This is an optimization exercise on Yosys and OpenROAD, whose aim is small area, a short achievable clock period and few clock cycles per item, not a production implementation.
In this exercise RTL edits were held to simulation tests only and were not proved equivalent to the original.
No activity file was given, so power comes from the tool's default toggle rates.

== the previous run ==
==> flow/design.v (excerpt) <==
module npu (
    input  wire        clk,
    input  wire        rst,
    input  wire        req_valid,
    output wire        req_ready,
    input  wire [7:0]  req_op,
    input  wire [63:0] req_idx,
    input  wire [63:0] req_src,
    output wire        rsp_valid,
    input  wire        rsp_ready,
    output wire [63:0] rsp_dst,
    output wire        rsp_err
);
Size: roughly 600 cells after synthesis, about 210 I/O pins, roughly 0.0099 mm^2 of cells after synthesis.
export LEC_CHECK = 0
export CAP_MARGIN = 20
export CORE_MARGIN = 2
export CORE_UTILIZATION = 40
export SETUP_SLACK_MARGIN = 3.3
export SLEW_MARGIN = 20
create_clock -name core_clock -period 6.0 [get_ports {clk}]
standard.sh (not shown) runs the stock make flow with config.mk's settings and CLKGATE_MAP_FILE= SYNTH_SCRIPT=/design/flow/synth_recipe.tcl, a recipe that flattens the netlist after the stock synthesis.
==> flow/flow/run.sh <==
#!/bin/bash
# Standard ORFS layout, with the port buffers made from the smallest buffer.
set -euo pipefail
export BUFFER_PORTS_ARGS="-buffer_cell sky130_fd_sc_hd__buf_1"
bash standard.sh > standard.log 2>&1
Testbench counts of the previous run, summed over its fixed seeds: cycles 10,682, items 8,000.
> inputs changed (the previous run -> the current run)
- SETUP_SLACK_MARGIN now 3.1, was 3.3
==> flow/flow/run.sh <==
#!/bin/bash
# The standard layout (standard.sh), with these changes after synthesis:
#  - the port buffers are made from the smallest buffer;
#  - the delay cells are not used, so that timing repair sizes buffers up
#    to real buffers rather than to delay cells of the same footprint;
#  - clock tree synthesis uses clkbuf_8 and inserts no dummy loads.
set -euo pipefail
bash standard.sh synth > synth.log 2>&1
export BUFFER_PORTS_ARGS="-buffer_cell sky130_fd_sc_hd__buf_1"
export DONT_USE_CELLS="sky130_fd_sc_hd__clkdlybuf4s15_1 sky130_fd_sc_hd__clkdlybuf4s15_2 sky130_fd_sc_hd__clkdlybuf4s18_1 sky130_fd_sc_hd__clkdlybuf4s18_2 sky130_fd_sc_hd__clkdlybuf4s25_1 sky130_fd_sc_hd__clkdlybuf4s25_2 sky130_fd_sc_hd__clkdlybuf4s50_1 sky130_fd_sc_hd__clkdlybuf4s50_2 sky130_fd_sc_hd__dlygate4sd1_1 sky130_fd_sc_hd__dlygate4sd2_1 sky130_fd_sc_hd__dlygate4sd3_1 sky130_fd_sc_hd__dlymetal6s2s_1 sky130_fd_sc_hd__dlymetal6s4s_1 sky130_fd_sc_hd__dlymetal6s6s_1"
export CTS_ARGS="-sink_clustering_enable -repair_clock_nets -buf_list sky130_fd_sc_hd__clkbuf_8 -dont_use_dummy_load"
bash standard.sh > standard.log 2>&1
==> notes.md <==
Relative to the previous run, first-iteration DRC count has decreased by about 30% in the current run. Comparing the previous run and the current run, the higher total of cells resized after clock tree synthesis is on the previous run. Between the current run and the previous run, it is the current run whose worst-skew pair later-pin latency is higher, by 30 ps. Of the previous run and the current run, the run reporting the lower number of buffers inserted to repair setup after CTS was the current run. The current run against the previous run: buffering overhead saw an increase; routed wire length saw a decrease; non-clock buffer count saw a decrease. The current run reports a higher worst-margin pin slew than the previous run does.

== lane 1 ==
npu again, from the RTL that the note above started with.
clock: 6.0 ns
lec_check: 0
cap_margin: 20
core_margin: 2
core_utilization: 40
cts_buf_list: sky130_fd_sc_hd__clkbuf_8
setup_slack_margin: 3.3
slew_margin: 20
==> flow/flow/run.sh <==
#!/bin/bash
# Standard ORFS layout, with the port buffers made from the smallest buffer.
set -euo pipefail
export BUFFER_PORTS_ARGS="-buffer_cell sky130_fd_sc_hd__buf_1"
bash standard.sh > standard.log 2>&1
Testbench counts of lane 1, summed over its fixed seeds: cycles 10,682, items 8,000.
diff inputs: lane 1 => lane 5
Settings: removing CTS_BUF_LIST (formerly sky130_fd_sc_hd__clkbuf_8).
==> flow/flow/run.sh <==
#!/bin/bash
# The standard layout (standard.sh), with these changes after synthesis:
#  - the port buffers are made from the smallest buffer;
#  - the delay cells are not used, so that timing repair sizes buffers up
#    to real buffers rather than to delay cells of the same footprint;
#  - clock tree synthesis uses clkbuf_8 and inserts no dummy loads.
set -euo pipefail
bash standard.sh synth > synth.log 2>&1
export BUFFER_PORTS_ARGS="-buffer_cell sky130_fd_sc_hd__buf_1"
export DONT_USE_CELLS="sky130_fd_sc_hd__clkdlybuf4s15_1 sky130_fd_sc_hd__clkdlybuf4s15_2 sky130_fd_sc_hd__clkdlybuf4s18_1 sky130_fd_sc_hd__clkdlybuf4s18_2 sky130_fd_sc_hd__clkdlybuf4s25_1 sky130_fd_sc_hd__clkdlybuf4s25_2 sky130_fd_sc_hd__clkdlybuf4s50_1 sky130_fd_sc_hd__clkdlybuf4s50_2 sky130_fd_sc_hd__dlygate4sd1_1 sky130_fd_sc_hd__dlygate4sd2_1 sky130_fd_sc_hd__dlygate4sd3_1 sky130_fd_sc_hd__dlymetal6s2s_1 sky130_fd_sc_hd__dlymetal6s4s_1 sky130_fd_sc_hd__dlymetal6s6s_1"
export CTS_ARGS="-sink_clustering_enable -repair_clock_nets -buf_list sky130_fd_sc_hd__clkbuf_8 -dont_use_dummy_load"
bash standard.sh > standard.log 2>&1
==> comparison <==
Lane 5: no failed stages, no open violations at the end. Total chip power improves in lane 5 relative to lane 1. Summary of lane 5 over lane 1: wire length lost 0.51%; critical path depth ~0 delta; clock buffer and inverter area fraction after layout -0.59 points; met3 capacity usage during global routing grew by 0.41 points; met3 wirelength from detailed routing grew by about 7%. Measured against each other, lane 5 and lane 1 differ in final non-filler cell area, the higher figure coming from lane 1. Taking lane 1 as the reference, in lane 5 proportion of cell area occupied by multi-input gates moved up; global-route met1 utilization decreased by 0.58 points relative to the old numbers; core utilization moved down. Sequential share of power was lower in lane 1 than in lane 5.

-- afterwards: timing with drivers on the ports --
The results above use ideal ports. As a check the final layouts listed here were re-extracted and re-timed, cells and wires unchanged. Step 1: set_driving_cell puts a clkbuf_16 on clk and a buf_2 on each other input, an assumption about the parent block. Step 2 moves the port delays by t, midway between the first and last clock arrival at a register: inputs arrive t later, outputs are due t later. That takes back most of the time a late clock gives input paths. Slacks: ideal / step 1 / step 2; pairs: ideal / step 1.
run	t, ns	slack for setup (ns)	slew at the worst register clock pin (ns)	pins driven straight from the clock port
the previous run	0.386	3.174 / 3.127 / 2.940	0.06 / 0.06	1
the current run	0.407	3.130 / 3.110 / 2.784	0.08 / 0.08	1
lane 1	0.421	3.174 / 3.127 / 2.903	0.09 / 0.09	1
lane 5	0.400	3.174 / 3.127 / 2.906	0.08 / 0.08	1
After both steps every run listed still meets setup and hold. For the current run, which loses most, drivers alone change the setup slack by -0.020 ns; drivers and shift together by -0.346 ns.
